This is an optimization exercise on Yosys and OpenROAD, whose aim is small area, a short achievable clock period and few clock cycles, not a production implementation. RTL that was checked went through simulation tests only; none was proved equivalent to the original. The RTL of runs 1 and 2 was laid out without a check of its function. Power is estimated from default activity; no workload was simulated.

File: flow/design.v
module hall_engine (
    input  wire        clk,
    input  wire        rst,
    input  wire        ev_valid,
    input  wire [1:0]  ev_kind,       
    input  wire [31:0] ev_cmd,
    output wire        ev_ready,
    output reg         rsp_valid,
    output wire [31:0] rsp_result,
    output wire [7:0]  rsp_status,
    output wire        bus_valid,
    output reg         bus_write,
    output reg  [7:0]  bus_addr,
    output reg  [7:0]  bus_wdata,
    output wire [4:0]  bus_len,
    input  wire        bus_ready,
    input  wire        bus_ack,
    input  wire [23:0] bus_rdata,
    output wire        irq_request,
    input  wire        irq_grant,
    output reg         irq_release,
    output reg         sched_valid,
    output wire [15:0] sched_ms,
    output reg         cancel_valid,
    output reg         pub_valid,
    output wire [1:0]  pub_zone,
    output reg         log_valid,
    output wire [2:0]  log_code,
    output reg         alive,
    output reg         dead
);
    localparam [7:0] ADDR_ID      = 8'h00;
    localparam [7:0] ID_VALUE     = 8'h5A;
    localparam [7:0] SAMPLE_ADDR  = 8'h10;
    localparam [7:0] ADDR_INTSRS  = 8'h20;
    localparam [7:0] ADDR_HTH_H   = 8'h21;
    localparam [7:0] ADDR_LATCH   = 8'h25;
    localparam [7:0] ADDR_OPF     = 8'h30;
    localparam [7:0] ADDR_SRST    = 8'h3F;
    localparam [15:0] DELAY_MIN   = 16'd10;
    localparam [15:0] DELAY_RESET = 16'd200;
    localparam [1:0]  ZONE_A = 2'd0, ZONE_B = 2'd1, ZONE_C = 2'd2;
    localparam [2:0] ST_OK = 3'd0, ST_TRANSPORT = 3'd1, ST_IRQATTACH = 3'd3,
                     ST_CAL = 3'd5, ST_ILLEGAL = 3'd6;
    localparam [4:0]
        S_IDLE  = 5'd0,  S_DEC   = 5'd1,  S_I0    = 5'd2,  S_ISR   = 5'd3,
        S_IID   = 5'd4,  S_IPD   = 5'd5,  S_DEAD  = 5'd6,  S_W1    = 5'd7,
        S_MS    = 5'd8,  S_IRQ   = 5'd9,  S_DPEN  = 5'd10, S_DTYPE = 5'd11,
        S_THR   = 5'd12, S_DDET  = 5'd13, S_SPRD  = 5'd14, S_SP2   = 5'd15,
        S_SPTYPE= 5'd16, S_C1    = 5'd17, S_C2    = 5'd18, S_C3    = 5'd19,
        S_CRD   = 5'd20, S_CR0   = 5'd21, S_CRIRQ = 5'd22, S_CR2   = 5'd23,
        S_CRPD  = 5'd24, S_KWAIT = 5'd25;
    localparam [2:0]
        OP_WSTAT = 3'd0, OP_REGRD = 3'd1, OP_CHKID = 3'd2, OP_DISABLE = 3'd3,
        OP_MEAS  = 3'd4, OP_ENABLE = 3'd5, OP_DETINT = 3'd6, OP_WORKER = 3'd7;
    localparam [4:0]
        K_ILLEGAL = 5'd0,  K_ENC = 5'd1, K_DEC = 5'd2, K_CLS = 5'd3, K_UPDTHR = 5'd4,
        K_GETZONE = 5'd5,  K_MODEPD = 5'd6, K_MODEMEAS = 5'd7, K_MODEFUSE = 5'd8,
        K_DETPOLL = 5'd9,  K_DETINT = 5'd10, K_ENABLE = 5'd11, K_DISABLE = 5'd12,
        K_SETDLY = 5'd13,  K_GETEN = 5'd14, K_GETDLY = 5'd15, K_SETDBG = 5'd16,
        K_GETDBG = 5'd17,  K_SETTH = 5'd18, K_GETTH = 5'd19, K_SETTL = 5'd20,
        K_GETTL = 5'd21,   K_SETPOL = 5'd22, K_GETPOL = 5'd23, K_CAL = 5'd24,
        K_GETREF = 5'd25,  K_GETCALST = 5'd26, K_CALAPPLY = 5'd27,
        K_REGRD = 5'd28,   K_REGWR = 5'd29, K_CHKID = 5'd30, K_GETSHADOW = 5'd31;
    reg [7:0]         opf, intsrs;
    reg               enabled, debug;
    reg [15:0]        delay;
    reg [1:0]         last_zone;
    reg signed [15:0] th, tl, cal_ref, pol;
    reg               cal_high_done, cal_low_done;
    reg               irq_attached;
    reg               pending;
    reg [4:0]  state;
    reg [2:0]  op;
    reg        rdy;              
    reg        breq;             
    reg        len3;             
    reg [2:0]  thr_k;            
    reg        thr_sp;           
    reg        tw;               
    reg        irq_req;
    reg        sched_zero;
    reg        log4;
    reg [15:0] res;              
    reg        res_sgn;
    reg [2:0]  st;
    reg        pd_valid;
    reg [1:0]  pd_kind;
    reg [4:0]  pd_k;
    reg [7:0]  pd_a;
    reg [15:0] pd_imm;
    reg [3:0]  s_intsrs;         
    reg [2:0]  s_opf;            
    reg        s_was;
    reg [1:0]  c_pass;
    reg        c_fail;           
    reg        c_ok;             
    reg [3:0]  c_cnt;
    reg [3:0]  d_rem;
    reg [9:0]  samp;             
    reg        samp_v;
    reg        d_neg;
    assign ev_ready    = rdy;
    assign bus_valid   = breq;
    assign bus_len     = {3'b000, len3, 1'b1};
    assign irq_request = irq_req;
    assign sched_ms    = sched_zero ? 16'h0000 : delay;
    assign pub_zone    = last_zone;
    assign log_code    = {log4, 1'b0, ~log4};
    assign rsp_result  = {{16{res_sgn}}, res};
    assign rsp_status  = {5'b00000, st};
    wire res10   = opf[4];
    wire det_int = intsrs[7];
    wire beside  = intsrs[6];
    wire pol_pos = ~pol[15] & (pol[14:0] != 15'd0);
    function [15:0] encode;
        input               r10;
        input signed [17:0] v;
        reg signed [17:0]   c;
        begin
            if (r10) begin
                if (v < -18'sd512)      c = -18'sd512;
                else if (v > 18'sd511)  c = 18'sd511;
                else                    c = v;
                encode = {c[9], c[8], 6'b000000, c[7:0]};
            end else begin
                if (v < -18'sd128)      c = -18'sd128;
                else if (v > 18'sd127)  c = 18'sd127;
                else                    c = v;
                encode = {8'h00, c[7:0]};
            end
        end
    endfunction
    function [1:0] classify;
        input signed [15:0] raw;
        input signed [15:0] t_hi;
        input signed [15:0] t_lo;
        input               ppos;
        begin
            if (ppos) begin
                if (raw >= t_hi)      classify = ZONE_C;
                else if (raw <= t_lo) classify = ZONE_A;
                else                  classify = ZONE_B;
            end else begin
                if (raw <= t_lo)      classify = ZONE_C;
                else if (raw >= t_hi) classify = ZONE_A;
                else                  classify = ZONE_B;
            end
        end
    endfunction
    function [4:0] dbit;
        input [3:0] r;
        input       b;
        reg   [4:0] t;
        begin
            t = {r, b};
            dbit = (t >= 5'd10) ? {1'b1, t[3:0] - 4'd10} : {1'b0, t[3:0]};
        end
    endfunction
    wire [9:0] s10 = res10 ? {bus_rdata[15], bus_rdata[14], bus_rdata[23:16]}
                           : {bus_rdata[23], bus_rdata[23], bus_rdata[23:16]};
    wire drdy = bus_rdata[0];
    wire th_big = ~th[15] & (th[14:9] != 6'b000000);    
    wire th_sml =  th[15] & (th[14:9] != 6'b111111);    
    wire tl_big = ~tl[15] & (tl[14:9] != 6'b000000);
    wire tl_sml =  tl[15] & (tl[14:9] != 6'b111111);
    wire signed [9:0] s10s = s10;
    wire signed [9:0] th10 = th[9:0];
    wire signed [9:0] tl10 = tl[9:0];
    wire s_ge_th = th_sml | (~th_big & (s10s >= th10));
    wire s_le_tl = tl_big | (~tl_sml & (s10s <= tl10));
    wire [1:0] s_zone = pol_pos ? (s_ge_th ? ZONE_C : (s_le_tl ? ZONE_A : ZONE_B))
                                : (s_le_tl ? ZONE_C : (s_ge_th ? ZONE_A : ZONE_B));
    wire [1:0] p_cls  = classify(pd_imm, th, tl, pol_pos);
    wire [2:0]  thr_n    = thr_k;
    wire        bes_eff  = tw ? bus_wdata[6] : beside;
    wire        thr_add  = bes_eff ^ thr_n[1];
    wire signed [15:0] thr_base = thr_n[1] ? tl : th;
    wire [9:0]  thr_sum  = thr_base[9:0] + (thr_add ? 10'd15 : -10'd15);
    wire t_hi10 = thr_add ? (thr_base >  16'sd496) : (thr_base >  16'sd526);
    wire t_lo10 = thr_add ? (thr_base < -16'sd527) : (thr_base < -16'sd497);
    wire t_hi8  = thr_add ? (thr_base >  16'sd112) : (thr_base >  16'sd142);
    wire t_lo8  = thr_add ? (thr_base < -16'sd143) : (thr_base < -16'sd113);
    wire [9:0]  thr_c    = res10 ? (t_hi10 ? 10'h1FF : t_lo10 ? 10'h200 : thr_sum)
                                 : (t_hi8  ? 10'h07F : t_lo8  ? 10'h380 : thr_sum);
    wire [7:0]  thr_data = thr_n[2] ? 8'h01 : (thr_n[0] ? thr_c[7:0] : {res10 & thr_c[9], res10 & thr_c[8], 6'b000000});
    wire [7:0]  thr_addr = ADDR_HTH_H + {5'd0, thr_n};
    wire       lz_b      = (last_zone == ZONE_B);
    wire       type_chg  = (beside == lz_b);
    wire [7:0] type_data = {intsrs[7], ~lz_b, intsrs[5:0]};
    wire        acc_on  = samp_v;
    wire        d_corr  = d_neg & (d_rem != 4'd0);
    wire [15:0] sum_b   = acc_on ? {{6{samp[9]}}, samp} : {15'd0, d_corr};
    wire        d_first = (c_cnt == 4'd10);
    wire        d_run   = c_ok & ~samp_v & (c_cnt != 4'd15);
    wire [15:0] sum_add = res + sum_b;
    wire [3:0]  d_rin   = d_first ? (res[15] ? 4'd9 : 4'd0) : d_rem;
    wire [4:0]  d_s2    = dbit(d_rin, res[14]);
    wire [4:0]  d_s1    = dbit(d_s2[3:0], res[13]);
    wire [4:0]  d_s0    = dbit(d_s1[3:0], res[12]);
    wire [6:0]  d_step  = {d_s2[4], d_s1[4], d_s0[4], d_s0[3:0]};
    wire        d_done  = ~c_ok | (~samp_v & (c_cnt == 4'd15));
    wire [7:0]  e_op  = ev_cmd[31:24];
    wire [7:0]  e_a   = ev_cmd[23:16];
    wire [15:0] e_imm = ev_cmd[15:0];
    wire        a0    = (e_a == 8'h00);
    wire        a01   = (e_a[7:1] == 7'h00);
    wire        i0    = (e_imm == 16'h0000);
    reg  [4:0]  e_k;
    always @(*) begin
        e_k = K_ILLEGAL;
        case (e_op)
            8'h01: if (a01) e_k = K_ENC;
            8'h02: if (a01) e_k = K_DEC;
            8'h10: if (a0) e_k = K_CLS;
            8'h11: if (a0 && i0) e_k = K_UPDTHR;
            8'h12: if (a0 && i0) e_k = K_GETZONE;
            8'h20: if (i0) begin
                       if (e_a == 8'h00) e_k = K_MODEPD;
                       else if (e_a == 8'h01) e_k = K_MODEMEAS;
                       else if (e_a == 8'h02) e_k = K_MODEFUSE;
                   end
            8'h21: if (i0) begin
                       if (e_a == 8'h00) e_k = K_DETPOLL;
                       else if (e_a == 8'h01) e_k = K_DETINT;
                   end
            8'h22: if (a0 && i0) e_k = K_ENABLE;
            8'h23: if (a0 && i0) e_k = K_DISABLE;
            8'h24: if (a0) e_k = K_SETDLY;
            8'h25: if (a0 && i0) e_k = K_GETEN;
            8'h26: if (a0 && i0) e_k = K_GETDLY;
            8'h27: if (a01 && i0) e_k = K_SETDBG;
            8'h28: if (a0 && i0) e_k = K_GETDBG;
            8'h30: if (a0) e_k = K_SETTH;
            8'h31: if (a0 && i0) e_k = K_GETTH;
            8'h32: if (a0) e_k = K_SETTL;
            8'h33: if (a0 && i0) e_k = K_GETTL;
            8'h34: if (a0) e_k = K_SETPOL;
            8'h35: if (a0 && i0) e_k = K_GETPOL;
            8'h40: if (a0 && i0) e_k = K_CAL;
            8'h41: if (i0 && (e_a == 8'h01 || e_a == 8'h02)) e_k = K_CAL;
            8'h42: if (a0 && i0) e_k = K_GETREF;
            8'h43: if (a0 && i0) e_k = K_GETCALST;
            8'h44: if (i0 && (e_a == 8'h01 || e_a == 8'h02)) e_k = K_CALAPPLY;
            8'h50: if (i0) e_k = K_REGRD;
            8'h51: if (e_imm[15:8] == 8'h00) e_k = K_REGWR;
            8'h52: if (a0 && i0) e_k = K_CHKID;
            8'h53: if (a01 && i0) e_k = K_GETSHADOW;
            default: e_k = K_ILLEGAL;
        endcase
    end
    wire signed [15:0] p_simm = pd_imm;
    wire [15:0] p_enc = encode(pd_a[0], {{2{p_simm[15]}}, p_simm});
    wire [15:0] p_dec = pd_a[0] ? {{6{pd_imm[15]}}, pd_imm[15], pd_imm[14], pd_imm[7:0]}
                                : {{8{pd_imm[7]}}, pd_imm[7:0]};
    wire [15:0] p_dly = (pd_imm < DELAY_MIN) ? DELAY_MIN : pd_imm;
    wire        p_apply_th = (pol_pos == (pd_a[1:0] == 2'd1));
    wire [15:0] p_apply = cal_ref + (p_apply_th ? -16'sd12 : 16'sd12);
    localparam [4:0]
        RQ_SRST = 5'd0,  RQ_ID    = 5'd1,  RQ_PD    = 5'd2,  RQ_MS    = 5'd3,
        RQ_FUSE = 5'd4,  RQ_DP    = 5'd5,  RQ_TYPE  = 5'd6,  RQ_THR   = 5'd7,
        RQ_DET  = 5'd8,  RQ_SAMP  = 5'd9,  RQ_CALI  = 5'd10, RQ_C40   = 5'd11,
        RQ_CRI  = 5'd12, RQ_CRO   = 5'd13, RQ_CRPD  = 5'd14, RQ_REGRD = 5'd15,
        RQ_REGWR = 5'd16;
    localparam [2:0]
        FR_ZERO = 3'd0, FR_CMD = 3'd1, FR_RD = 3'd2, FR_ID = 3'd3, FR_Q = 3'd4;
    reg        iss_c;
    reg [4:0]  rq_c;
    reg        fin_c;
    reg [2:0]  fr_c;
    reg [2:0]  fst_c;
    function [17:0] gen;
        input [4:0] rq;
        reg        g_wr, g_l3;
        reg [7:0]  g_addr, g_data;
        begin
        g_wr = 1'b1; g_l3 = 1'b0; g_addr = ADDR_OPF; g_data = 8'h00;
        case (rq)
            RQ_SRST:  begin g_addr = ADDR_SRST; g_data = 8'h01; end
            RQ_ID:    begin g_wr = 1'b0; g_addr = ADDR_ID; end
            RQ_PD:    g_data = opf & 8'hFE;
            RQ_MS:    g_data = (opf & 8'hFD) | 8'h01;
            RQ_FUSE:  g_data = opf | 8'h03;
            RQ_DP:    begin g_addr = ADDR_INTSRS; g_data = intsrs & 8'h7F; end
            RQ_TYPE:  begin g_addr = ADDR_INTSRS; g_data = type_data; end
            RQ_THR:   begin g_addr = thr_addr; g_data = thr_data; end
            RQ_DET:   begin g_addr = ADDR_INTSRS; g_data = intsrs | 8'h80; end
            RQ_SAMP:  begin g_wr = 1'b0; g_l3 = 1'b1; g_addr = SAMPLE_ADDR; end
            RQ_CALI:  begin g_addr = ADDR_INTSRS; g_data = intsrs & 8'h78; end
            RQ_C40:   g_data = (opf & 8'hF0) | 8'h0D;
            RQ_CRI:   begin g_addr = ADDR_INTSRS; g_data = {s_intsrs[3], intsrs[6:3], s_intsrs[2:0]}; end
            RQ_CRO:   g_data = (opf & 8'hE0) | {3'b000, s_opf, 2'b01};
            RQ_CRPD:  g_data = (bus_ack ? bus_wdata : opf) & 8'hFE;
            RQ_REGRD: begin g_wr = 1'b0; g_addr = pd_a; end
            RQ_REGWR: begin g_addr = pd_a; g_data = pd_imm[7:0]; end
            default: ;
        endcase
        gen = {g_wr, g_l3, g_addr, g_data};
        end
    endfunction
    reg [15:0] c_res;
    reg        c_sgn;
    reg [2:0]  c_st;
    always @(*) begin
        c_res = 16'h0; c_sgn = 1'b0; c_st = ST_OK;
        case (pd_k)
            K_ILLEGAL:  c_st = ST_ILLEGAL;
            K_ENC:      c_res = p_enc;
            K_DEC:      begin c_res = p_dec; c_sgn = p_dec[15]; end
            K_CLS:      c_res = {14'h0, p_cls};
            K_GETZONE:  c_res = {14'h0, last_zone};
            K_GETEN:    c_res = {15'h0, enabled};
            K_GETDLY:   c_res = delay;
            K_GETDBG:   c_res = {15'h0, debug};
            K_GETTH:    begin c_res = th; c_sgn = th[15]; end
            K_GETTL:    begin c_res = tl; c_sgn = tl[15]; end
            K_GETPOL:   begin c_res = pol; c_sgn = pol[15]; end
            K_GETREF:   begin c_res = cal_ref; c_sgn = cal_ref[15]; end
            K_GETCALST: c_res = {14'h0, cal_low_done, cal_high_done};
            K_GETSHADOW: c_res = {8'h00, pd_a[0] ? intsrs : opf};
            default: ;
        endcase
    end
    task finish;
        input [2:0]  r;
        input [2:0]  s;
        begin
            fin_c = 1'b1; fr_c = r; fst_c = s;
        end
    endtask
    task issue;
        input [4:0] code;
        input [4:0] ns;
        begin
            iss_c = 1'b1; rq_c = code;
            state <= ns;
        end
    endtask
    task sp_end;
        begin
            if (enabled && !det_int) begin
                sched_valid <= 1'b1; sched_zero <= 1'b0; pending <= 1'b1;
            end
            if (op == OP_ENABLE) enabled <= 1'b1;
            finish(FR_ZERO, ST_OK);
        end
    endtask
    task start_di;
        begin
            if (type_chg) issue(RQ_TYPE, S_DTYPE);
            else begin
                thr_k <= 3'd1; thr_sp <= 1'b0;
                issue(RQ_THR, S_THR);
            end
        end
    endtask
    task start_ms;
        begin
            issue(RQ_MS, S_MS);
        end
    endtask
    task start_cr;
        begin
            issue(RQ_CRI, S_CR0);
        end
    endtask
    task kfin;
        input f;
        begin
            if (c_ok && !d_done) state <= S_KWAIT;
            else begin
                if (c_ok) cal_ref <= sum_add;
                if (f) finish(FR_ZERO, ST_CAL);
                else begin
                    finish(FR_Q, ST_OK);
                    if (c_pass == 2'd1) cal_high_done <= 1'b1;
                    if (c_pass == 2'd2) cal_low_done  <= 1'b1;
                end
            end
        end
    endtask
    task exec_ev;
        input [1:0] k;
        begin
            case (k)
                2'd1: begin
                    if (pending) begin
                        pending <= 1'b0;
                        op <= OP_WORKER;
                        rdy <= 1'b0;
                        issue(RQ_SAMP, S_SPRD);
                    end else rsp_valid <= 1'b1;
                end
                2'd2: begin
                    if (irq_attached) begin
                        sched_valid <= 1'b1; sched_zero <= 1'b1; pending <= 1'b1;
                    end
                    rsp_valid <= 1'b1;
                end
                default: rsp_valid <= 1'b1;
            endcase
        end
    endtask
    task exec_cmd;
        begin
            rdy <= 1'b0;
            case (pd_k)
                K_UPDTHR: begin
                    op <= OP_WSTAT; thr_k <= 3'd1; thr_sp <= 1'b0;
                    issue(RQ_THR, S_THR);
                end
                K_MODEPD: begin
                    if (irq_attached) begin irq_release <= 1'b1; irq_attached <= 1'b0; end
                    op <= OP_WSTAT;
                    issue(RQ_PD, S_W1);
                end
                K_MODEMEAS: begin op <= OP_MEAS; start_ms; end
                K_MODEFUSE: begin
                    op <= OP_WSTAT;
                    issue(RQ_FUSE, S_W1);
                end
                K_DETPOLL: begin
                    op <= OP_WSTAT;
                    issue(RQ_DP, S_W1);
                end
                K_DETINT: begin op <= OP_DETINT; start_di; end
                K_ENABLE: begin
                    if (enabled) finish(FR_ZERO, ST_OK);
                    else begin
                        op <= OP_ENABLE;
                        if (det_int) start_di;
                        else issue(RQ_DP, S_DPEN);
                    end
                end
                K_DISABLE: begin
                    if (!enabled) finish(FR_ZERO, ST_OK);
                    else begin
                        cancel_valid <= 1'b1; pending <= 1'b0;
                        if (irq_attached) begin irq_release <= 1'b1; irq_attached <= 1'b0; end
                        op <= OP_DISABLE;
                        issue(RQ_PD, S_W1);
                    end
                end
                K_SETDLY: begin
                    delay <= p_dly;
                    if (enabled && !det_int) begin
                        cancel_valid <= 1'b1;
                        sched_valid <= 1'b1; sched_zero <= 1'b0; pending <= 1'b1;
                    end
                    finish(FR_CMD, c_st);
                end
                K_SETDBG: begin debug <= pd_a[0]; finish(FR_CMD, c_st); end
                K_SETTH: begin th <= pd_imm; finish(FR_CMD, c_st); end
                K_SETTL: begin tl <= pd_imm; finish(FR_CMD, c_st); end
                K_SETPOL: begin pol <= pd_imm; finish(FR_CMD, c_st); end
                K_CAL: begin
                    s_intsrs <= {intsrs[7], intsrs[2:0]}; s_opf <= opf[4:2]; s_was <= irq_attached;
                    c_pass <= pd_a[1:0]; c_fail <= 1'b0; c_ok <= 1'b0;
                    if (irq_attached) begin irq_release <= 1'b1; irq_attached <= 1'b0; end
                    issue(RQ_CALI, S_C1);
                end
                K_CALAPPLY: begin
                    if (p_apply_th) th <= p_apply; else tl <= p_apply;
                    finish(FR_CMD, c_st);
                end
                K_REGRD: begin
                    op <= OP_REGRD;
                    issue(RQ_REGRD, S_W1);
                end
                K_REGWR: begin
                    op <= OP_WSTAT;
                    issue(RQ_REGWR, S_W1);
                end
                K_CHKID: begin
                    op <= OP_CHKID;
                    issue(RQ_ID, S_W1);
                end
                default:    finish(FR_CMD, c_st);
            endcase
        end
    endtask
    wire bus_done = breq & bus_ready;
    wire ok       = bus_ack;
    always @(posedge clk) begin
        pd_kind <= ev_kind;
        pd_k    <= e_k;
        pd_a    <= e_a;
        pd_imm  <= e_imm;
        if (rst) begin
            opf           <= 8'h00;
            intsrs        <= 8'h00;
            enabled       <= 1'b0;
            debug         <= 1'b0;
            delay         <= DELAY_RESET;
            last_zone     <= ZONE_B;
            th            <= 16'sd100;
            tl            <= -16'sd100;
            cal_ref       <= 16'sd0;
            pol           <= -16'sd1;
            cal_high_done <= 1'b0;
            cal_low_done  <= 1'b0;
            irq_attached  <= 1'b0;
            pending       <= 1'b0;
            state         <= S_I0;
            rdy           <= 1'b0;
            breq          <= 1'b0;
            irq_req       <= 1'b0;
            pd_valid      <= 1'b0;
            thr_k         <= 3'd0;
            c_ok          <= 1'b0;
            samp_v        <= 1'b0;
            rsp_valid     <= 1'b0;
            irq_release   <= 1'b0;
            sched_valid   <= 1'b0;
            cancel_valid  <= 1'b0;
            pub_valid     <= 1'b0;
            log_valid     <= 1'b0;
            alive         <= 1'b0;
            dead          <= 1'b0;
        end else begin
            iss_c = 1'b0; rq_c = RQ_SRST; fin_c = 1'b0; fr_c = FR_ZERO; fst_c = ST_OK;
            rsp_valid    <= 1'b0;
            irq_release  <= 1'b0;
            sched_valid  <= 1'b0;
            cancel_valid <= 1'b0;
            pub_valid    <= 1'b0;
            log_valid    <= 1'b0;
            irq_req      <= 1'b0;
            pd_valid <= ev_valid & ~rdy;
            if (bus_done) begin
                breq <= 1'b0;
                if (bus_ack && bus_write) begin
                    if (bus_addr == ADDR_OPF)    opf    <= bus_wdata;
                    if (bus_addr == ADDR_INTSRS) intsrs <= bus_wdata;
                end
            end
            samp_v <= 1'b0;
            if (samp_v) res <= sum_add;
            if (d_run) begin
                c_cnt   <= c_cnt + 4'd1;
                if (d_first) d_neg <= res[15];
                res[14:0] <= {res[11:0], d_step[6:4]};
                d_rem   <= d_step[3:0];
            end
            case (state)
            S_I0: issue(RQ_SRST, S_ISR);
            S_ISR: if (bus_ready) begin
                if (!ok) begin dead <= 1'b1; state <= S_DEAD; end
                else issue(RQ_ID, S_IID);
            end
            S_IID: if (bus_ready) begin
                if (!ok || bus_rdata[7:0] != ID_VALUE) begin dead <= 1'b1; state <= S_DEAD; end
                else issue(RQ_PD, S_IPD);
            end
            S_IPD: if (bus_ready) begin
                if (!ok) begin dead <= 1'b1; state <= S_DEAD; end
                else begin alive <= 1'b1; rdy <= 1'b1; state <= S_IDLE; end
            end
            S_DEAD: ;
            S_IDLE: begin
                if (pd_valid) begin
                    if (pd_kind == 2'd0) exec_cmd;
                    else exec_ev(pd_kind);
                end else if (ev_valid) begin
                    if (ev_kind == 2'd0) begin rdy <= 1'b0; state <= S_DEC; end
                    else exec_ev(ev_kind);
                end
            end
            S_DEC: exec_cmd;
            S_W1: if (bus_ready) begin
                case (op)
                    OP_REGRD:   finish(FR_RD, ok ? ST_OK : ST_TRANSPORT);
                    OP_CHKID:   finish(FR_ID, ok ? ST_OK : ST_TRANSPORT);
                    OP_DISABLE: begin
                        if (ok) enabled <= 1'b0;
                        finish(FR_ZERO, ok ? ST_OK : ST_TRANSPORT);
                    end
                    default:    finish(FR_ZERO, ok ? ST_OK : ST_TRANSPORT);
                endcase
            end
            S_MS: if (bus_ready) begin
                if (!ok) finish(FR_ZERO, ST_TRANSPORT);
                else if (det_int && !irq_attached) begin
                    irq_req <= 1'b1; state <= S_IRQ;
                end else if (op == OP_ENABLE) begin
                    if (!det_int) begin
                        sched_valid <= 1'b1; sched_zero <= 1'b0; pending <= 1'b1;
                        enabled <= 1'b1;
                        finish(FR_ZERO, ST_OK);
                    end else issue(RQ_SAMP, S_SPRD);
                end else finish(FR_ZERO, ST_OK);
            end
            S_IRQ: begin
                if (irq_grant) irq_attached <= 1'b1;
                if (op == OP_ENABLE && irq_grant) issue(RQ_SAMP, S_SPRD);
                else finish(FR_ZERO, irq_grant ? ST_OK : ST_IRQATTACH);
            end
            S_DPEN: if (bus_ready) begin
                if (!ok) finish(FR_ZERO, ST_TRANSPORT);
                else start_ms;
            end
            S_DTYPE: if (bus_ready) begin
                if (!ok) finish(FR_ZERO, ST_TRANSPORT);
                else begin
                    thr_k <= 3'd1; thr_sp <= 1'b0;
                    issue(RQ_THR, S_THR);
                end
            end
            S_DDET: if (bus_ready) begin
                if (!ok) finish(FR_ZERO, ST_TRANSPORT);
                else if (op == OP_ENABLE) start_ms;
                else finish(FR_ZERO, ST_OK);
            end
            S_THR: if (bus_ready) begin
                if (!ok || thr_k == 3'd5) thr_k <= 3'd0;
                if (!ok) begin
                    if (thr_sp) begin
                        log_valid <= 1'b1; log4 <= 1'b0;
                        sp_end;
                    end else finish(FR_ZERO, ST_TRANSPORT);
                end else if (thr_k != 3'd5) begin
                    thr_k <= thr_k + 3'd1;
                    issue(RQ_THR, S_THR);
                end else if (thr_sp) sp_end;
                else if (op == OP_WSTAT) finish(FR_ZERO, ST_OK);
                else issue(RQ_DET, S_DDET);
            end
            S_SPRD: if (bus_ready) begin
                if (!ok) begin
                    log_valid <= 1'b1; log4 <= 1'b0;
                    sp_end;
                end else if (!drdy) begin
                    log_valid <= 1'b1; log4 <= 1'b1;
                    sp_end;
                end else begin
                    last_zone <= s_zone;
                    pub_valid <= 1'b1;
                    if (det_int) state <= S_SP2;
                    else sp_end;
                end
            end
            S_SP2: begin
                if (type_chg) issue(RQ_TYPE, S_SPTYPE);
                else begin
                    thr_k <= 3'd1; thr_sp <= 1'b1;
                    issue(RQ_THR, S_THR);
                end
            end
            S_SPTYPE: if (bus_ready) begin
                if (!ok) begin
                    log_valid <= 1'b1; log4 <= 1'b0;
                    sp_end;
                end else begin
                    thr_k <= 3'd1; thr_sp <= 1'b1;
                    issue(RQ_THR, S_THR);
                end
            end
            S_C1: if (bus_ready) begin
                if (!ok) begin c_fail <= 1'b1; start_cr; end
                else issue(RQ_PD, S_C2);
            end
            S_C2: if (bus_ready) begin
                if (!ok) begin c_fail <= 1'b1; start_cr; end
                else issue(RQ_C40, S_C3);
            end
            S_C3: if (bus_ready) begin
                if (!ok) begin c_fail <= 1'b1; start_cr; end
                else begin
                    c_cnt <= 4'd0; res <= 16'h0;
                    issue(RQ_SAMP, S_CRD);
                end
            end
            S_CRD: if (bus_ready) begin
                if (!ok || !drdy) begin c_fail <= 1'b1; start_cr; end
                else begin
                    samp <= s10; samp_v <= 1'b1;
                    c_cnt <= c_cnt + 4'd1;
                    if (c_cnt == 4'd9) begin
                        c_ok <= 1'b1;
                        start_cr;
                    end else issue(RQ_SAMP, S_CRD);
                end
            end
            S_CR0: if (bus_ready) begin
                if (!ok) c_fail <= 1'b1;
                if (s_was) begin irq_req <= 1'b1; state <= S_CRIRQ; end
                else issue(RQ_CRO, S_CR2);
            end
            S_CRIRQ: begin
                if (irq_grant) irq_attached <= 1'b1;
                else c_fail <= 1'b1;
                issue(RQ_CRO, S_CR2);
            end
            S_CR2: if (bus_ready) begin
                if (!ok) c_fail <= 1'b1;
                if (!enabled) begin
                    if (irq_attached) begin irq_release <= 1'b1; irq_attached <= 1'b0; end
                    issue(RQ_CRPD, S_CRPD);
                end else kfin(c_fail | !ok);
            end
            S_CRPD: if (bus_ready) begin
                if (!ok) c_fail <= 1'b1;
                kfin(c_fail | !ok);
            end
            S_KWAIT: kfin(c_fail);
            default: state <= S_IDLE;
            endcase
            if (iss_c) begin
                breq <= 1'b1;
                {bus_write, len3, bus_addr, bus_wdata} <= gen(rq_c);
                tw <= (rq_c == RQ_TYPE);
            end
            if (fin_c) begin
                case (fr_c)
                    FR_CMD:  begin res <= c_res; res_sgn <= c_sgn; end
                    FR_RD:   begin res <= ok ? {8'h00, bus_rdata[7:0]} : 16'h0; res_sgn <= 1'b0; end
                    FR_ID:   begin res <= {15'h0, ok && bus_rdata[7:0] == ID_VALUE}; res_sgn <= 1'b0; end
                    FR_Q:    begin res <= sum_add; res_sgn <= sum_add[15]; end
                    default: begin res <= 16'h0; res_sgn <= 1'b0; end
                endcase
                st <= fst_c;
                rsp_valid <= 1'b1;
                rdy <= 1'b1;
                state <= S_IDLE;
            end
        end
    end
endmodule
File: flow/config.mk
export PLATFORM = sky130hd
export DESIGN_NAME = hall_engine
export DESIGN_NICKNAME = hall_engine
export VERILOG_FILES = /design/flow/design.v
export SDC_FILE = /design/flow/constraint.sdc
export NUM_CORES = 4
export LEC_CHECK = 0
export CAP_MARGIN = 20
export CORE_MARGIN = 2
export CORE_UTILIZATION = 40
export SLEW_MARGIN = 20
File: flow/flow/run.sh
#!/bin/bash
# Layout: the standard flow (standard synthesis unchanged), with a larger setup
# margin for the resizer's timing repair. Each step's output goes to a log of its own.
set -euo pipefail
bash standard.sh synth > synth.log 2>&1
bash standard.sh finish SETUP_SLACK_MARGIN=7 > layout.log 2>&1
File: flow/constraint.sdc
create_clock -name core_clock -period 10.0 [get_ports {clk}]
set_input_delay 2.0000 -clock core_clock [delete_from_list [all_inputs] [get_ports {clk}]]
set_output_delay 2.0000 -clock core_clock [all_outputs]
set_load 0.01 [all_outputs]
File: flow/standard.sh
#!/bin/bash
# synth_recipe.tcl (not shown) runs the flow's synth.tcl, then flattens the netlist and writes it again
# the make line also repeats each setting of config.mk as NAME=value (left out here)
make -C /OpenROAD-flow-scripts/flow DESIGN_CONFIG=/design/flow/config.mk WORK_HOME=/design/flow/orfs CLKGATE_MAP_FILE= SYNTH_SCRIPT=/design/flow/synth_recipe.tcl "${@:-finish}"
==> results.py, run 1 <==
metrics = {
    "route": {
        "drc_errors": 0,
        "num_vias": 20290,
        "drt_iter0_drc": 2251,
        "firstDrtPassIters": 7,
        "viasPerCell": 6.273,
        "wire_per_inst_um": 24.20,
        "drtAntennaViolNets": 0,
        "wl_um": 78270,
    },
    "critical_path": {
        "slowest_delay_ps": 490,
        "critical_path.most_common_cell": "buf_4",
        "path_cells": "buf_6, buf_12, inv_8, nor3_4, buf_4, a221oi_2, o21ai_2, a2111oi_4, nor4_4, buf_4, and4b_4, a221o_1, a21o_1",
        "critPathLaunchType": "input port",
        "path_class": "in -> reg",
        "cp-end-kind": "flop",
        "crit_slowest_cell": "a2111oi_4",
        "worst-path-buf-inv": 5,
        "crit_family": "compound AO/OA/AOI/OAI gates",
        "critPathArrivalTime_ps": 4400,
        "cp_max_fo": 10,
        "cp.required_ps": 10320,
    },
    "die": {
        "fp.dieW_um": 217.0,
        "num_rows": 78,
        "start_util_pct": 40.26,
        "chipHeight_um": 217.0,
        "core-area_mm2": 0.04509,
        "dieArea_mm2": 0.04710,
        "io-pin-count": 158,
    },
    "global_routing": {
        "first_global_vias": 18820,
        "grt_overflow": 0,
        "gr-usage-all-layers_pct": 31.58,
        "grt_pass1_wl_um": 115700,
        "grt_max_degree": 75,
        "antenna_found_initial": 1,
    },
    "power_and_ir_drop": {
        "power_density_mw_per_mm2": 143.3,
        "p_leak_nw": 9.919,
        "ir_worst_vdd_mv": 0.1514,
    },
    "timing": {
        "period_needed_ps": 4080,
        "slew_headroom_pct": 33.71,
        "setup_viol": 0,
        "hold_violations": 0,
        "timing.fmax_ghz": 0.2451,
        "finalMaxSlewViolations": 0,
        "fin_skew_ps": 21.60,
        "tns_ps": 0,
        "fin_crit_sh_pct": 40.80,
        "tightest_slew_ps": 994.3,
        "rsz0062_at_grt": "true",
        "hold_slack_ps": 481.3,
    },
    "logic_synthesis": {
        "synth.avg_cell_area_um2": 7.731,
        "synth_ff_type": "dfxtp_1",
        "async_reset_ff_share_pct": 0,
        "synth_top_family_by_area": "compound AO/OA/AOI/OAI gates",
        "synth_compound_gate_area_share_pct": 26.41,
        "ys_ff_latch": 232,
        "synth_cell_types": 104,
        "synthAdderAreaFrac_pct": 6.879,
        "ys_seq_area_share_pct": 29.72,
        "netlist_area_mm2": 0.01815,
        "syn_inst": 2348,
        "yosysWarnings": 1,
        "synth_edf_count": 75,
        "synthXorXnorAreaFrac_pct": 2.213,
        "yosys.area_share.simple_pct": 25.54,
        "synthMuxAreaShare_pct": 2.971,
    },
    "status": {
        "status": "timing/DRC/antenna clean",
    },
    "cts": {
        "clockBufferDepth": 3,
        "clkTransAtPathRegs_ps": 60,
        "clkSinkCount": 232,
        "cts_buffers": 27,
        "cts_tree": "done",
        "h-tree-depth": 1,
        "cts-root-buf": "clkbuf_16",
        "clock_latency_ps": 570,
    },
    "place": {
        "dpl.hpwl_um": 53790,
        "globalplace.congestion": 1.001,
        "port_buffers": 141,
    },
    "cells_and_area": {
        "layout_commonest_cell": "nand2_1",
        "area.growth.synth_to_final_pct": 35.65,
        "final_cell_mix": "nand2_1, nor2_1, buf_4",
        "fillCellCount": 4182,
        "drive_gt1_share_pct": 28.42,
        "final_nets": 2774,
    },
    "min_path": {
        "hold_path.class": "reg -> reg",
    },
    "flow_run": {
        "drv_cap": 0,
    },
}
-- metrics by stage --
step	area [um^2]	utilization [%]	setup slack (ps)	std cells	power, mW
2_1_floorplan	18730	-	5691	2356	1.777
3_3_place_gp	20140	44.68	4529	2957	2.096
3_5_place_dp	20140	44.68	4527	2957	2.102
4_1_cts	23440	51.99	5996	3171	3.381
5_1_grt	24620	54.60	5851	3232	3.651
6_report	24620	54.61	5920	3234	3.528
-- path summary, 6_finish.rpt --
path / start / end / slack (ps) / cells after the start
setup / recovery: bus_ready / bus_wdata[3] / 5920 / 13
hold / removal: cal_low_done / cal_low_done / 480 / 2
setup reg to reg: tw / bus_wdata[6] / 6290 / 13
hold reg to reg: cal_low_done / cal_low_done / 480 / 2
-- cells in the mapped netlist (13+ instances only) --
cell        n  area, um^2
o21a_1     19       142.6
xnor2_1    27       236.5
and3_1     15       93.84
a31oi_1    36       225.2
nor2_1    221       829.6
nand2_1   298        1119
or3_1      18       112.6
nor3b_1    15       112.6
nand2b_1   23       143.9
nor2b_1    52       325.3
clkbuf_1  102       382.9
a21o_1     36       270.3
ha_1       95        1189
buf_2      18       90.09
nand4_1    30       187.7
nand3_1    91       455.4
o221ai_1   13       113.9
dfxtp_1   157        3143
edfxtp_1   75        2252
nor4_1     22       137.6
nor3_1     72       360.4
xor2_1     17       148.9
a211oi_1   31       232.7
a221oi_1   34       297.8
buf_4      32       240.2
a21oi_1   166       830.8
o22ai_1    21       131.4
o211ai_1   28       210.2
and2_1     26       162.7
o21ai_0   140       700.7
a22oi_1    35       262.8
inv_1      85       319.1
mux2i_1    46       460.4
-- timing repair --
item                       in CTS  in global routing
gates cloned                    7                  1
setup endpoints to repair     304                241
resized for setup             808                174
pin swaps                     133                101
hold buffers                    0                  0
buffers inserted              158                 60
-- metal layers --
metal	vias up	global-route usage [%]	routed length, um
met5	-	0	0
met4	0	9.954	2346
met3	157	3.061	6335
met2	1076	49.84	35490
met1	9805	45.31	34100
li1	9249	-	-
-- cell type report --
cell class,instances,area [um^2],area share [%]
multi-input combinational,1871,13600,55.24
sequential,232,5420,22.01
timing repair buffer,391,3527,14.32
tap,600,750.7,3.049
clock buffer,33,739.5,3.003
inverter,88,346.6,1.408
clock inverter,16,225.2,0.9146
timing repair inverter,1,7.507,0.03049
antenna,2,5.005,0.02033
-- report_power, final --
part	internal (mW)	total [mW]	switching (mW)
registers	1.05	1.11	0.0597
logic	0.546	1.32	0.775
clock network	0.656	1.10	0.439
total	2.25	3.53	1.27
-- tightest hold or removal path, delay by kind of cell (launching register included) --
kind / cells / cell delay, ps
flip-flops: 1 / 330
AND/OR/NAND/NOR: 1 / 70
AO/OA/AOI/OAI: 1 / 50
-- cells by family after synthesis --
logic type                 count (synthesis)
other                                      2
AOI/OAI and AO/OA                        711
xor gates and xnor gates                  45
and+or+nand+nor                          952
adders and majority gates                 98
buffers and inverters                    255
muxes                                     53
DFF                                      232
-- state kept, by name, summed over array words and instances, names as in the netlist, 5 cells and up --
register   flops
samp          10
th            16
delay         16
intsrs         8
bus_addr       8
cal_ref       16
state          5
opf            8
pol           16
pd_a           8
pd_imm        16
bus_wdata      8
res           16
pd_k           5
tl            16
==> run 2, diff against run 1 <==
==> flow/flow/run.sh (replaced) <==
#!/bin/bash
# Layout: the standard flow (standard synthesis unchanged) with plain buffers on the
# ports and a larger setup margin for the resizer's timing repair. Each step's output goes
# to a log of its own.
set -euo pipefail
bash standard.sh synth > synth.log 2>&1
bash standard.sh finish SETUP_SLACK_MARGIN=7 "BUFFER_PORTS_ARGS=-buffer_cell sky130_fd_sc_hd__buf_4" > layout.log 2>&1
==> run 2 against run 1 <==
Effect of this change: still clean; clock power about the same; first-iteration DRC count up 4.0%; sequential share of layout area about the same; critical path depth decreased by 3; non-clock buffer count is 4 higher; sequential power about the same; design area about the same; worst hold slack lost 9.1 ps; sequential cell count unchanged; cell count increased by 0.15%; via count grew 0.15%; largest cell class unchanged; largest power group unchanged.
==> results.py, run 2 <==
metrics = {
    "logic_synthesis": {
        "yosysWarnings": 1,
        "netlist_top_cells_area": "dfxtp_1, edfxtp_1, ha_1",
        "synth_top_area_share_pct": 17.31,
        "synthXorXnorAreaFrac_pct": 2.213,
        "synth_ff_type": "dfxtp_1",
        "ys_ff_latch": 232,
        "ys_seq_area_share_pct": 29.72,
        "yosys.area_share.simple_pct": 25.54,
        "synthAdderAreaFrac_pct": 6.879,
        "synth.most_common_cell": "nand2_1",
        "synthMuxAreaShare_pct": 2.971,
        "syn_inst": 2348,
        "synth_top_family_by_area": "compound AO/OA/AOI/OAI gates",
        "synth.largest_area_cell": "dfxtp_1",
        "synthTopCellsByCount": "nand2_1, nor2_1, a21oi_1, dfxtp_1, o21ai_0",
        "synth_compound_gate_area_share_pct": 26.41,
        "synth.avg_cell_area_um2": 7.731,
        "netlist_area_mm2": 0.01815,
        "synth_edf_count": 75,
        "synth_cell_types": 104,
        "async_reset_ff_share_pct": 0,
    },
    "timing": {
        "slew_headroom_pct": 39.42,
        "timing.fmax_ghz": 0.2533,
        "rsz0062_at_grt": "true",
        "setup_viol": 0,
        "tightest_slew_ps": 900.4,
        "hold_violations": 0,
        "fin_crit_sh_pct": 39.47,
        "period_needed_ps": 3947,
        "fin_skew_ps": 18.66,
        "finalMaxSlewViolations": 0,
        "hold_slack_ps": 472.1,
        "fin_ws_ps": 6053,
        "tns_ps": 0,
    },
    "cells_and_area": {
        "final_cell_mix": "nand2_1, buf_4, nor2_1",
        "fin_cells": 3239,
        "post-route-util_pct": 54.63,
        "drive_gt1_share_pct": 29.23,
        "area.growth.synth_to_final_pct": 35.68,
        "finalInstanceArea_mm2": 0.02463,
        "final_nets": 2778,
        "fillCellCount": 4175,
        "layout_commonest_cell": "nand2_1",
    },
    "global_routing": {
        "grt_overflow": 0,
        "antenna_found_initial": 3,
        "grt_max_degree": 75,
        "first_global_vias": 19040,
        "grt_pass1_wl_um": 115600,
        "gr-usage-all-layers_pct": 31.40,
    },
    "route": {
        "drtAntennaViolNets": 0,
        "drc_errors": 0,
        "drt_iter0_drc": 2340,
        "wire_per_inst_um": 24.08,
        "firstDrtPassIters": 6,
        "num_vias": 20320,
        "wl_um": 77990,
        "viasPerCell": 6.273,
    },
    "cts": {
        "clkSinkCount": 232,
        "cts_tree": "done",
        "clock_latency_ps": 590,
        "h-tree-depth": 1,
        "cts-root-buf": "clkbuf_16",
        "hold_buffers": 0,
        "cts_buffers": 28,
        "clkTransAtPathRegs_ps": 70,
        "clockBufferDepth": 3,
    },
    "die": {
        "dieArea_mm2": 0.04710,
        "fp.dieW_um": 217.0,
        "io-pin-count": 158,
        "core-area_mm2": 0.04509,
        "chipHeight_um": 217.0,
        "num_rows": 78,
        "start_util_pct": 40.26,
    },
    "power_and_ir_drop": {
        "p_leak_nw": 9.933,
        "power_density_mw_per_mm2": 144.6,
        "ir_worst_vdd_mv": 0.1427,
        "power_mw": 3.562,
    },
    "place": {
        "pre_cts_ws_ps": 4952,
        "place_area_mm2": 0.01979,
        "port_buffers": 141,
        "globalplace.congestion": 1.001,
        "dpl.hpwl_um": 53940,
        "post-place-cells": 2956,
    },
    "min_path": {
        "hp-start": "alive",
        "hold_path.class": "reg -> reg",
    },
    "critical_path": {
        "critPathArrivalTime_ps": 4390,
        "regToRegSetupSlack_ps": 6290,
        "path_cells": "buf_8, or4bb_4, nor2_4, a221oi_4, o2111a_2, nor4_4, buf_4, nand4b_1, a211oi_2, nand4b_1",
        "cp.required_ps": 10440,
        "critical_path.most_common_cell": "nand4b_1",
        "cp_max_fo": 6,
        "critPathLaunchType": "input port",
        "slowest_delay_ps": 550,
        "cp-end-kind": "flop",
        "r2r_start": "state[1]",
        "path_class": "in -> reg",
        "crit_slowest_cell": "or4bb_4",
        "crit_start": "bus_rdata[7]",
    },
    "status": {
        "status": "timing/DRC/antenna clean",
    },
    "flow_run": {
        "drv_cap": 0,
    },
}
## run 2: cell counts after synthesis
Identical to the previous run, type by type.
## run 2: cell families (layout without fill, tap and decap cells)
| kind of cell | Yosys count | after routing |
|---|---|---|
| other | 2 | 11 |
| AO/OA/AOI/OAI | 711 | 711 |
| XOR/XNOR | 45 | 45 |
| flip-flops | 232 | 232 |
| buffers and inverters | 255 | 536 |
| adder cells (fa/ha/maj) | 98 | 98 |
| multiplexers | 53 | 53 |
| AND/OR/NAND/NOR | 952 | 953 |
## run 2: cell type report
type	instances	area, um^2	area share, %
multi-input cells	1870	13420	54.47
flip-flops and latches	232	5429	22.04
repair buffers	395	3725	15.12
well taps	600	750.7	3.048
clock buffers	33	740.7	3.007
inverters	88	357.8	1.453
clock inverters	19	201.4	0.8179
repair inverters	1	7.507	0.03048
diodes	1	2.502	0.01016
## run 2: final timing paths
path	cells after the start	to
setup / recovery	10	bus_wdata[7]
hold / removal	2	alive
setup reg to reg	12	bus_wdata[5]
hold reg to reg	2	alive
## run 2: per-layer routing
layer  up-vias  wire length, um  track usage [%]
li1       9255                -                -
met1      9846            33690            45.09
met2      1063            34950            49.24
met3       151             6977            3.704
met4         2             2362            9.452
met5         -               15                0
## run 2: what timing repair did
| item | CTS | global route |
|---|---|---|
| pin swaps | 145 | 106 |
| endpoints found under the setup margin | 286 | 267 |
| gates resized for setup | 312 | 154 |
| gates cloned | 6 | 2 |
| buffers inserted | 144 | 78 |
## run 2: worst max-delay path, delay by kind of cell
family / cells / cell delay (ps)
compound gates: 3 / 690
buf+inv: 2 / 280
simple gates: 5 / 1400
## run 2: report_power, final
| part | switching, mW | internal [mW] |
|---|---|---|
| Sequential | 0.0662 | 1.05 |
| Clock | 0.462 | 0.613 |
| Combinational | 0.772 | 0.596 |
==> run 3, diff against run 2 <==
--- a/flow/design.v
+++ b/flow/design.v
@@ -51,3 +51,3 @@
         S_CRD   = 5'd20, S_CR0   = 5'd21, S_CRIRQ = 5'd22, S_CR2   = 5'd23,
-        S_CRPD  = 5'd24, S_KWAIT = 5'd25;
+        S_CRPD  = 5'd24, S_KWAIT = 5'd25, S_CRF   = 5'd26;
     localparam [2:0]
@@ -300,2 +300,42 @@
     endfunction
+    reg [4:0] rq_cmd, rq_spec;
+    always @(*) begin
+        case (pd_k)
+            K_UPDTHR:   rq_cmd = RQ_THR;
+            K_MODEMEAS: rq_cmd = RQ_MS;
+            K_MODEFUSE: rq_cmd = RQ_FUSE;
+            K_DETPOLL:  rq_cmd = RQ_DP;
+            K_DETINT:   rq_cmd = type_chg ? RQ_TYPE : RQ_THR;
+            K_ENABLE:   rq_cmd = !det_int ? RQ_DP : type_chg ? RQ_TYPE : RQ_THR;
+            K_CAL:      rq_cmd = RQ_CALI;
+            K_REGRD:    rq_cmd = RQ_REGRD;
+            K_REGWR:    rq_cmd = RQ_REGWR;
+            K_CHKID:    rq_cmd = RQ_ID;
+            default:    rq_cmd = RQ_PD;         
+        endcase
+        case (state)
+            S_I0:     rq_spec = RQ_SRST;
+            S_ISR:    rq_spec = RQ_ID;
+            S_IID:    rq_spec = RQ_PD;
+            S_IDLE:   rq_spec = (pd_valid && pd_kind == 2'd0) ? rq_cmd : RQ_SAMP;
+            S_DEC:    rq_spec = rq_cmd;
+            S_MS:     rq_spec = RQ_SAMP;
+            S_IRQ:    rq_spec = RQ_SAMP;
+            S_DPEN:   rq_spec = RQ_MS;
+            S_DTYPE:  rq_spec = RQ_THR;
+            S_DDET:   rq_spec = RQ_MS;
+            S_THR:    rq_spec = (thr_k != 3'd5) ? RQ_THR : RQ_DET;
+            S_SP2:    rq_spec = type_chg ? RQ_TYPE : RQ_THR;
+            S_SPTYPE: rq_spec = RQ_THR;
+            S_C1:     rq_spec = RQ_PD;
+            S_C2:     rq_spec = RQ_C40;
+            S_C3:     rq_spec = RQ_SAMP;
+            S_CRD:    rq_spec = (c_cnt == 4'd9) ? RQ_CRI : RQ_SAMP;
+            S_CRF:    rq_spec = RQ_CRI;
+            S_CR0:    rq_spec = RQ_CRO;
+            S_CRIRQ:  rq_spec = RQ_CRO;
+            S_CR2:    rq_spec = RQ_CRPD;
+            default:  rq_spec = RQ_SAMP;
+        endcase
+    end
     reg [15:0] c_res;
@@ -658,3 +698,3 @@
             S_C1: if (bus_ready) begin
-                if (!ok) begin c_fail <= 1'b1; start_cr; end
+                if (!ok) begin c_fail <= 1'b1; state <= S_CRF; end
                 else issue(RQ_PD, S_C2);
@@ -662,3 +702,3 @@
             S_C2: if (bus_ready) begin
-                if (!ok) begin c_fail <= 1'b1; start_cr; end
+                if (!ok) begin c_fail <= 1'b1; state <= S_CRF; end
                 else issue(RQ_C40, S_C3);
@@ -666,3 +706,3 @@
             S_C3: if (bus_ready) begin
-                if (!ok) begin c_fail <= 1'b1; start_cr; end
+                if (!ok) begin c_fail <= 1'b1; state <= S_CRF; end
                 else begin
@@ -673,3 +713,3 @@
             S_CRD: if (bus_ready) begin
-                if (!ok || !drdy) begin c_fail <= 1'b1; start_cr; end
+                if (!ok || !drdy) begin c_fail <= 1'b1; state <= S_CRF; end
                 else begin
@@ -683,2 +723,3 @@
             end
+            S_CRF: start_cr;
             S_CR0: if (bus_ready) begin
@@ -707,7 +748,7 @@
             endcase
-            if (iss_c) begin
-                breq <= 1'b1;
-                {bus_write, len3, bus_addr, bus_wdata} <= gen(rq_c);
-                tw <= (rq_c == RQ_TYPE);
+            if (!breq || bus_ready) begin
+                {bus_write, len3, bus_addr, bus_wdata} <= gen(rq_spec);
+                tw <= (rq_spec == RQ_TYPE);
             end
+            if (iss_c) breq <= 1'b1;
             if (fin_c) begin
==> run 3 against run 2 <==
Effect of this change: critical path depth increased by 2; worst hold slack improved by 20 ps; via count increased by 2.0%; cell count increased by 0.59%.
==> results.py, run 3 <==
metrics = {
    "critical_path": {
        "cp.required_ps": 10320,
        "cp-end-kind": "flop",
        "cp_max_fo": 2,
        "path_class": "reg -> reg",
        "critPathLaunchType": "flop",
        "critPathArrivalTime_ps": 4050,
    },
    "logic_synthesis": {
        "synth_ff_type": "dfxtp_1",
        "synth.largest_area_cell": "dfxtp_1",
        "synth_top_area_share_pct": 17.31,
        "netlist_top_cells_area": "dfxtp_1, edfxtp_1, ha_1",
        "netlist_area_mm2": 0.01815,
        "synth.most_common_cell": "nand2_1",
        "ys_ff_latch": 232,
        "yosysWarnings": 1,
        "async_reset_ff_share_pct": 0,
        "synth.avg_cell_area_um2": 7.838,
        "synthTopCellsByCount": "nand2_1, nor2_1, a21oi_1, dfxtp_1, o21ai_0",
        "syn_inst": 2316,
        "synth_edf_count": 75,
        "ys_seq_area_share_pct": 29.72,
        "synth_cell_types": 98,
    },
    "die": {
        "fp.dieW_um": 217.0,
        "num_rows": 78,
        "io-pin-count": 158,
        "chipHeight_um": 217.0,
        "dieArea_mm2": 0.04710,
        "core-area_mm2": 0.04509,
        "start_util_pct": 40.26,
    },
    "cells_and_area": {
        "finalInstanceArea_mm2": 0.02575,
        "final_nets": 2798,
        "area.growth.synth_to_final_pct": 41.88,
        "final_cell_mix": "buf_4, nand2_1, nor2_1",
        "drive_gt1_share_pct": 32.47,
        "fin_cells": 3258,
        "layout_commonest_cell": "buf_4",
        "insertedDiodeCount": 0,
    },
    "timing": {
        "fin_ws_ps": 6274,
        "tightest_slew_ps": 1083,
        "hold_violations": 0,
        "tns_ps": 0,
        "rsz0062_at_grt": "true",
        "setup_viol": 0,
        "slew_headroom_pct": 27.54,
        "timing.fmax_ghz": 0.2684,
        "finalMaxSlewViolations": 0,
        "fin_skew_ps": 26.60,
        "period_needed_ps": 3726,
        "fin_crit_sh_pct": 37.26,
    },
    "route": {
        "num_vias": 20730,
        "firstDrtPassIters": 7,
        "drt_iter0_drc": 2373,
        "wire_per_inst_um": 25.29,
        "drc_errors": 0,
        "wl_um": 82400,
        "viasPerCell": 6.364,
        "drtAntennaViolNets": 0,
    },
    "cts": {
        "clkSinkCount": 232,
        "clkTransAtPathRegs_ps": 60,
        "clockBufferDepth": 3,
        "cts_tree": "done",
        "cts-root-buf": "clkbuf_16",
        "cts_buffers": 29,
        "h-tree-depth": 1,
        "clock_latency_ps": 580,
    },
    "global_routing": {
        "antenna_found_initial": 2,
        "grt_overflow": 0,
        "grt_max_degree": 70,
        "gr-usage-all-layers_pct": 33.02,
        "grt_pass1_wl_um": 119500,
        "first_global_vias": 19270,
    },
    "status": {
        "status": "timing/DRC/antenna clean",
    },
    "place": {
        "pre_cts_ws_ps": 5296,
        "globalplace.congestion": 0.9759,
        "place_area_mm2": 0.02005,
        "port_buffers": 141,
        "post-place-cells": 2933,
        "dpl.hpwl_um": 55450,
    },
    "flow_run": {
        "drv_cap": 0,
    },
    "power_and_ir_drop": {
        "power_mw": 3.706,
        "power_density_mw_per_mm2": 143.9,
        "p_leak_nw": 10.06,
        "ir_worst_vdd_mv": 0.1436,
    },
    "min_path": {
        "hold_path.class": "reg -> reg",
    },
}
==> run 3: cell families (layout without fill, tap and decap cells) <==
family                     count (synthesis)  in the layout  share of synthesized area, %
DFF                                      232            232                         29.72
AOI/OAI and AO/OA                        716            716                         26.67
muxes                                     69             69                         3.908
buffers and inverters                    258            592                         6.086
other                                      2             10                       0.04137
and+or+nand+nor                          899            899                         24.66
xor gates and xnor gates                  41             41                         1.978
adders and majority gates                 99             99                         6.934
==> run 3: per-layer routing <==
layer	track usage, %	wire length, um	vias up
li1	-	-	9306
met2	52.41	37080	1189
met1	45.14	33870	10010
met5	0	0	-
met3	4.654	8011	224
met4	13.26	3441	0
==> run 3: layout make-up <==
type | instances | area, um^2
Clock buffer | 38 | 810.8
Clock inverter | 15 | 143.9
Fill cell | 4052 | 19330
Inverter | 88 | 352.8
Multi-Input combinational cell | 1834 | 13860
Sequential cell | 232 | 5469
Tap cell | 600 | 750.7
Timing Repair Buffer | 451 | 4367
==> run 3: critical path, stage by stage, from the launching register on <==
cell and delay, ps:
edfxtp_1 440, o41ai_4 400, o21ai_1 100, ha_2 200
fa_2 360, a211oi_2 280, nor2_2 80, o41a_1 340
a41o_1 240, o41ai_4 280, mux2i_1 290, a22oi_1 80
or3_1 360
==> run 3: timing repair <==
item	CTS	global route
cloned	6	4
gates resized for setup	342	192
hold endpoints to repair	0	0
pin swaps	119	133
hold buffers	0	0
setup buffers	166	96
setup endpoints to repair	267	220
==> run 3: where the power goes <==
group / internal (mW) / switching, mW / leakage [nW]
clock network: 0.623 / 0.438 / 0.475
registers: 1.06 / 0.0839 / 2.01
logic: 0.699 / 0.804 / 7.58
total: 2.38 / 1.33 / 10.1
==> run 3: final timing paths <==
| kind | start | to | slack (ps) | cells past startpoint |
|---|---|---|---|---|
| worst min-delay path | delay[10] | delay[10] | 490 | 2 |
| worst max register to register | d_rem[3] | res[14] | 6270 | 12 |
| worst max-delay path | d_rem[3] | res[14] | 6270 | 12 |
| worst min register to register | delay[10] | delay[10] | 490 | 2 |
==> run 3: through the flow <==
stage | util, % | hold slack [ps]
CTS | 53.36 | 488.8
global route | 57.12 | 508.4
floorplan | - | 406.4
global placement | 44.46 | 457.7
detailed placement | 44.48 | 467.4
finish | 57.12 | 492.0
Testbench counts of run 3, summed over its fixed seeds: cycles 11,798.
==> run 4, diff against run 3 <==
--- a/flow/flow/run.sh
+++ b/flow/flow/run.sh
@@ -6,2 +6,2 @@
 bash standard.sh synth > synth.log 2>&1
-bash standard.sh finish SETUP_SLACK_MARGIN=7 "BUFFER_PORTS_ARGS=-buffer_cell sky130_fd_sc_hd__buf_4" > layout.log 2>&1
+bash standard.sh finish SETUP_SLACK_MARGIN=6 "BUFFER_PORTS_ARGS=-buffer_cell sky130_fd_sc_hd__buf_4" > layout.log 2>&1
==> run 4 against run 3 <==
Effect of this change: sequential share of layout area grew 4.7 points; global-route usage fell by 2.2 points; clock skew fell by 5.1 ps; die area did not move; critical endpoint is now res[0]; combinational power down 39%; routed wire length shrank 9.2%; sequential power barely moved; utilization is 11 points lower; synthesized cell count unchanged; non-clock buffer count down 254; largest cell class unchanged.
==> results.py, run 4 <==
metrics = {
    "cts": {
        "clockBufferDepth": 3,
        "cts_buffers": 29,
        "h-tree-depth": 1,
        "cts_tree": "done",
        "clkTransAtPathRegs_ps": 60,
        "clkSinkCount": 232,
        "cts-root-buf": "clkbuf_16",
        "clock_latency_ps": 580,
        "hold_buffers": 0,
    },
    "die": {
        "chipHeight_um": 217.0,
        "fp.dieW_um": 217.0,
        "start_util_pct": 40.26,
        "core-area_mm2": 0.04509,
        "num_rows": 78,
        "io-pin-count": 158,
        "dieArea_mm2": 0.04710,
    },
    "timing": {
        "timing.fmax_ghz": 0.2551,
        "tns_ps": 0,
        "period_needed_ps": 3920,
        "finalMaxSlewViolations": 0,
        "slew_headroom_pct": 21.01,
        "fin_crit_sh_pct": 39.20,
        "fin_skew_ps": 21.48,
        "fin_ws_ps": 6080,
        "tightest_slew_ps": 1176,
        "setup_viol": 0,
        "hold_slack_ps": 477.9,
        "rsz0062_at_grt": "true",
        "hold_violations": 0,
    },
    "status": {
        "status": "timing/DRC/antenna clean",
    },
    "logic_synthesis": {
        "netlist_area_mm2": 0.01815,
        "synthTopCellsByCount": "nand2_1, nor2_1, a21oi_1, dfxtp_1, o21ai_0",
        "synth_top_area_share_pct": 17.31,
        "synth.avg_cell_area_um2": 7.838,
        "synth_cell_types": 98,
        "ys_seq_area_share_pct": 29.72,
        "synth.largest_area_cell": "dfxtp_1",
        "netlist_top_cells_area": "dfxtp_1, edfxtp_1, ha_1",
        "synth_ff_type": "dfxtp_1",
        "syn_inst": 2316,
        "yosysWarnings": 1,
        "ys_ff_latch": 232,
        "synth.most_common_cell": "nand2_1",
        "synth_edf_count": 75,
        "async_reset_ff_share_pct": 0,
    },
    "cells_and_area": {
        "finalInstanceArea_mm2": 0.02077,
        "insertedDiodeCount": 0,
        "area.growth.synth_to_final_pct": 14.45,
        "final_cell_mix": "nand2_1, nor2_1, buf_4",
        "drive_gt1_share_pct": 13.14,
        "final_nets": 2544,
        "layout_commonest_cell": "nand2_1",
    },
    "route": {
        "drt_iter0_drc": 2346,
        "wire_per_inst_um": 24.90,
        "drc_errors": 0,
        "num_vias": 19140,
        "wl_um": 74830,
        "drtAntennaViolNets": 0,
        "firstDrtPassIters": 8,
        "viasPerCell": 6.370,
    },
    "global_routing": {
        "antenna_found_initial": 4,
        "first_global_vias": 18100,
        "grt_max_degree": 63,
        "gr-usage-all-layers_pct": 30.83,
        "grt_pass1_wl_um": 112000,
        "grt_overflow": 0,
    },
    "place": {
        "dpl.hpwl_um": 55490,
        "place_area_mm2": 0.01966,
        "pre_cts_ws_ps": 5162,
        "port_buffers": 141,
        "globalplace.congestion": 1.000,
    },
    "power_and_ir_drop": {
        "power_mw": 3.114,
        "p_leak_nw": 7.984,
        "power_density_mw_per_mm2": 149.9,
        "ir_worst_vdd_mv": 0.1358,
    },
    "critical_path": {
        "cp_max_fo": 5,
        "path_class": "reg -> reg",
        "critPathArrivalTime_ps": 4250,
        "critPathLaunchType": "flop",
        "cp.required_ps": 10330,
        "cp-end-kind": "flop",
    },
    "min_path": {
        "hold_path.class": "reg -> reg",
    },
    "flow_run": {
        "drv_cap": 0,
    },
}
[run 4: cell counts after synthesis]
No cell type changed its count.
[run 4: critical path, cell delays in order, from the launching register on]
cell      delay [ps]
edfxtp_1         480
ha_1             220
nand3b_1         180
mux2i_1          230
ha_1             250
o21ai_0          120
a21oi_1          180
o21a_1           190
inv_1             70
ha_1             220
o21ai_0          120
a21oi_1          110
o21bai_1         200
ha_1             200
inv_1             90
nor4_4           340
o31ai_1          160
a211o_1          330
[run 4: layout make-up]
cell class	instances	area, um^2
clock buffer	34	764.5
clock inverter	20	168.9
fill	4612	24310
inverter	88	330.3
multi-input combinational	1834	11870
sequential	232	5398
tap	600	750.7
timing repair buffer	197	1494
[run 4: per-stage QoR]
stage	util, %	instances
2_1_floorplan	-	2324
3_3_place_gp	43.61	2942
3_5_place_dp	43.61	2942
4_1_cts	45.83	2998
5_1_grt	46.08	3005
6_report	46.08	3005
[run 4: power by group]
part | switching (mW) | internal (mW)
Combinational | 0.568 | 0.340
Clock | 0.453 | 0.600
Sequential | 0.0980 | 1.05
[run 4: final timing paths]
kind,start,to,slack [ps],cells past startpoint
worst max-delay path,c_cnt[1],res[0],6080,17
worst min-delay path,delay[10],delay[10],480,2
worst max register to register,c_cnt[1],res[0],6080,17
worst min register to register,delay[10],delay[10],480,2
[run 4: timing repair]
action	CTS	global route
cloned	0	0
gates resized for setup	9	15
endpoints found under the hold margin	0	0
endpoints found under the setup margin	24	30
pin swaps	0	3
buffers inserted	2	6
[run 4: cells by family after synthesis]
logic type,after synthesis,synth area share [%]
compound gates,716,26.67
fa+ha+maj,99,6.934
buf+inv,258,6.086
xor+xnor,41,1.978
other cells,2,0.04137
flops,232,29.72
simple gates,899,24.66
mux,69,3.908
[run 4: per-layer routing]
layer  global-route usage (%)  part of all wire, %  wire length [um]  vias to the layer above
li1                         -                    -                 -                     8768
met1                    42.52                   42             31700                     9183
met2                    47.26                   43             32460                      994
met3                    5.870                  9.6              7217                      195
met4                    12.49                  4.6              3441                        2
met5                        0                0.024                18                        -
==> run 5, diff against run 4 <==
--- a/flow/flow/run.sh
+++ b/flow/flow/run.sh
@@ -6,2 +6,2 @@
 bash standard.sh synth > synth.log 2>&1
-bash standard.sh finish SETUP_SLACK_MARGIN=6 "BUFFER_PORTS_ARGS=-buffer_cell sky130_fd_sc_hd__buf_4" > layout.log 2>&1
+bash standard.sh finish SETUP_SLACK_MARGIN=6.5 "BUFFER_PORTS_ARGS=-buffer_cell sky130_fd_sc_hd__buf_4" > layout.log 2>&1
==> run 5 against run 4 <==
Effect of this change: clock power increased by 5%; synthesized area unchanged; sequential power about the same; design area increased by 5.3%; critical endpoint is now res[14]; die area did not move; non-clock buffer count rose by 49; still clean; routed wire length increased by 1.6%; synthesized cell count did not move; global-route usage is 0.057 points lower.
==> results.py, run 5 <==
metrics = {
    "status": {
        "status": "timing/DRC/antenna clean",
    },
    "logic_synthesis": {
        "synth.avg_cell_area_um2": 7.838,
        "ys_seq_area_share_pct": 29.72,
        "synth_cell_types": 98,
        "synth_edf_count": 75,
        "synth.largest_area_cell": "dfxtp_1",
        "synth_ff_type": "dfxtp_1",
        "netlist_top_cells_area": "dfxtp_1, edfxtp_1, ha_1",
    },
    "critical_path": {
        "r2r_start": "d_rem[0]",
        "cp-end-kind": "flop",
        "critPathLaunchType": "flop",
        "crit_slowest_cell": "edfxtp_1",
        "ff2ff_path_depth": 12,
        "slowest_delay_ps": 450,
        "r2r_end": "res[14]",
        "path_class": "reg -> reg",
        "critical_path.most_common_cell": "o41ai_4",
        "crit_family": "compound AO/OA/AOI/OAI gates",
    },
    "cells_and_area": {
        "drive_gt1_share_pct": 18.77,
        "layout_commonest_cell": "buf_4",
        "fin_cells": 3056,
    },
    "global_routing": {
        "gr-usage-all-layers_pct": 30.77,
        "use_met1_pct": 42.46,
        "grt_pass1_wl_um": 112200,
        "busiest_layer": "met2",
        "first_global_vias": 18230,
        "grtUsageMet3_pct": 5.339,
    },
    "die": {
        "start_util_pct": 40.26,
        "fp.dieW_um": 217.0,
    },
    "place": {
        "port_buffers": 141,
        "place_area_mm2": 0.01977,
        "post-place-cells": 2936,
    },
    "route": {
        "wl_um": 76050,
        "num_vias": 19480,
        "drc_errors": 0,
        "viasPerCell": 6.374,
    },
    "cts": {
        "cts_buffers": 30,
        "clockBufferDepth": 3,
        "h-tree-depth": 1,
        "clock_latency_ps": 580,
        "clkSinkCount": 232,
    },
    "timing": {
        "rsz0062_at_grt": "true",
        "hold_violations": 0,
        "slew_headroom_pct": 24.16,
    },
    "power_and_ir_drop": {
        "ir_worst_vdd_mv": 0.1274,
        "p_leak_nw": 8.469,
        "power_density_mw_per_mm2": 148.4,
    },
    "min_path": {
        "whs_path_depth": 2,
        "hold_path.class": "reg -> reg",
    },
}
run 5: routing by layer:
metal,up-vias,wire (um)
met4,0,3141
met2,1142,33530
met5,-,0
met3,207,7521
met1,9260,31850
li1,8869,-
run 5: what timing repair did:
action,4_1_cts,5_1_grt
resized for setup,58,78
buffers inserted,31,33
pin swaps,19,45
endpoints found under the setup margin,105,73
run 5: logic make-up (layout without fill, tap and decap cells):
family                     after synthesis  in the layout  synth area share [%]
adders and majority gates               99             99                 6.934
and+or+nand+nor                        899            899                 24.66
AOI/OAI and AO/OA                      716            716                 26.67
buffers and inverters                  258            390                 6.086
xor gates and xnor gates                41             41                 1.978
DFF                                    232            232                 29.72
other                                    2             10               0.04137
muxes                                   69             69                 3.908
run 5: worst max path at each step:
stage	slack, ps	to
final	6320	res[14]
after CTS	6210	res[14]
after global routing	6210	res[14]
after detailed placement	5290	res[14]
after floorplan	6000	pd_k[0]
after global placement	5280	res[14]
run 5: final cells by class:
| class | count | area (um^2) | share of cell area, % |
|---|---|---|---|
| clock buffers | 42 | 898.4 | 4.106 |
| inverters | 88 | 337.8 | 1.544 |
| repair buffers | 246 | 1961 | 8.960 |
| clock inverters | 14 | 110.1 | 0.5032 |
| well taps | 600 | 750.7 | 3.431 |
| multi-input cells | 1834 | 12420 | 56.76 |
| flip-flops and latches | 232 | 5404 | 24.70 |
run 5: through the flow:
step                utilization, %  worst slack [ps]  hold slack [ps]  total power, mW
floorplan                        -              6002            406.4            1.728
global placement             43.83              5281            459.6            2.043
detailed placement           43.84              5289            457.7            2.049
CTS                          47.21              6214            472.1            3.185
global route                 48.53              6209            487.6            3.365
finish                       48.53              6317            477.0            3.247
run 5: power breakdown:
group / switching (mW) / internal [mW] / leakage (nW)
Sequential: 0.0949 / 1.06 / 2.00
Combinational: 0.617 / 0.384 / 5.97
Clock: 0.444 / 0.652 / 0.499
run 5: tightest hold or removal path, cell delays in order, from the launching register on:
cell     delay, ps
dfxtp_1        320
nand2_1         60
a21oi_1         60

[what the ideal ports hide]
No port has a modelled driver above. Below, the same layouts with a new extraction and two added sets of constraints.
Step 1 assumes that a clkbuf_16 drives the clock port and a buf_2 every other input.
Step 2 also shifts input and output timing later by t, the mid clock arrival at the registers, as if the neighbouring blocks saw the same clock.
Three values: ideal, step 1, step 2; two values: the first two.
run | t (ns) | setup WS [ns] | worst setup path at the end
run 1 | 0.625 | 5.920 / 5.948 / 5.323 | input to register
run 2 | 0.639 | 6.053 / 6.003 / 5.364 | input to register
run 3 | 0.620 | 6.274 / 6.274 / 5.776 | input to register
run 4 | 0.627 | 6.080 / 6.080 / 5.574 | input to register
run 5 | 0.628 | 6.317 / 6.317 / 5.725 | input to register
After both steps setup and hold are still met in every run listed. The setup slack of run 2, which loses most, moves by -0.050 ns with the drivers and by -0.689 ns with both steps.
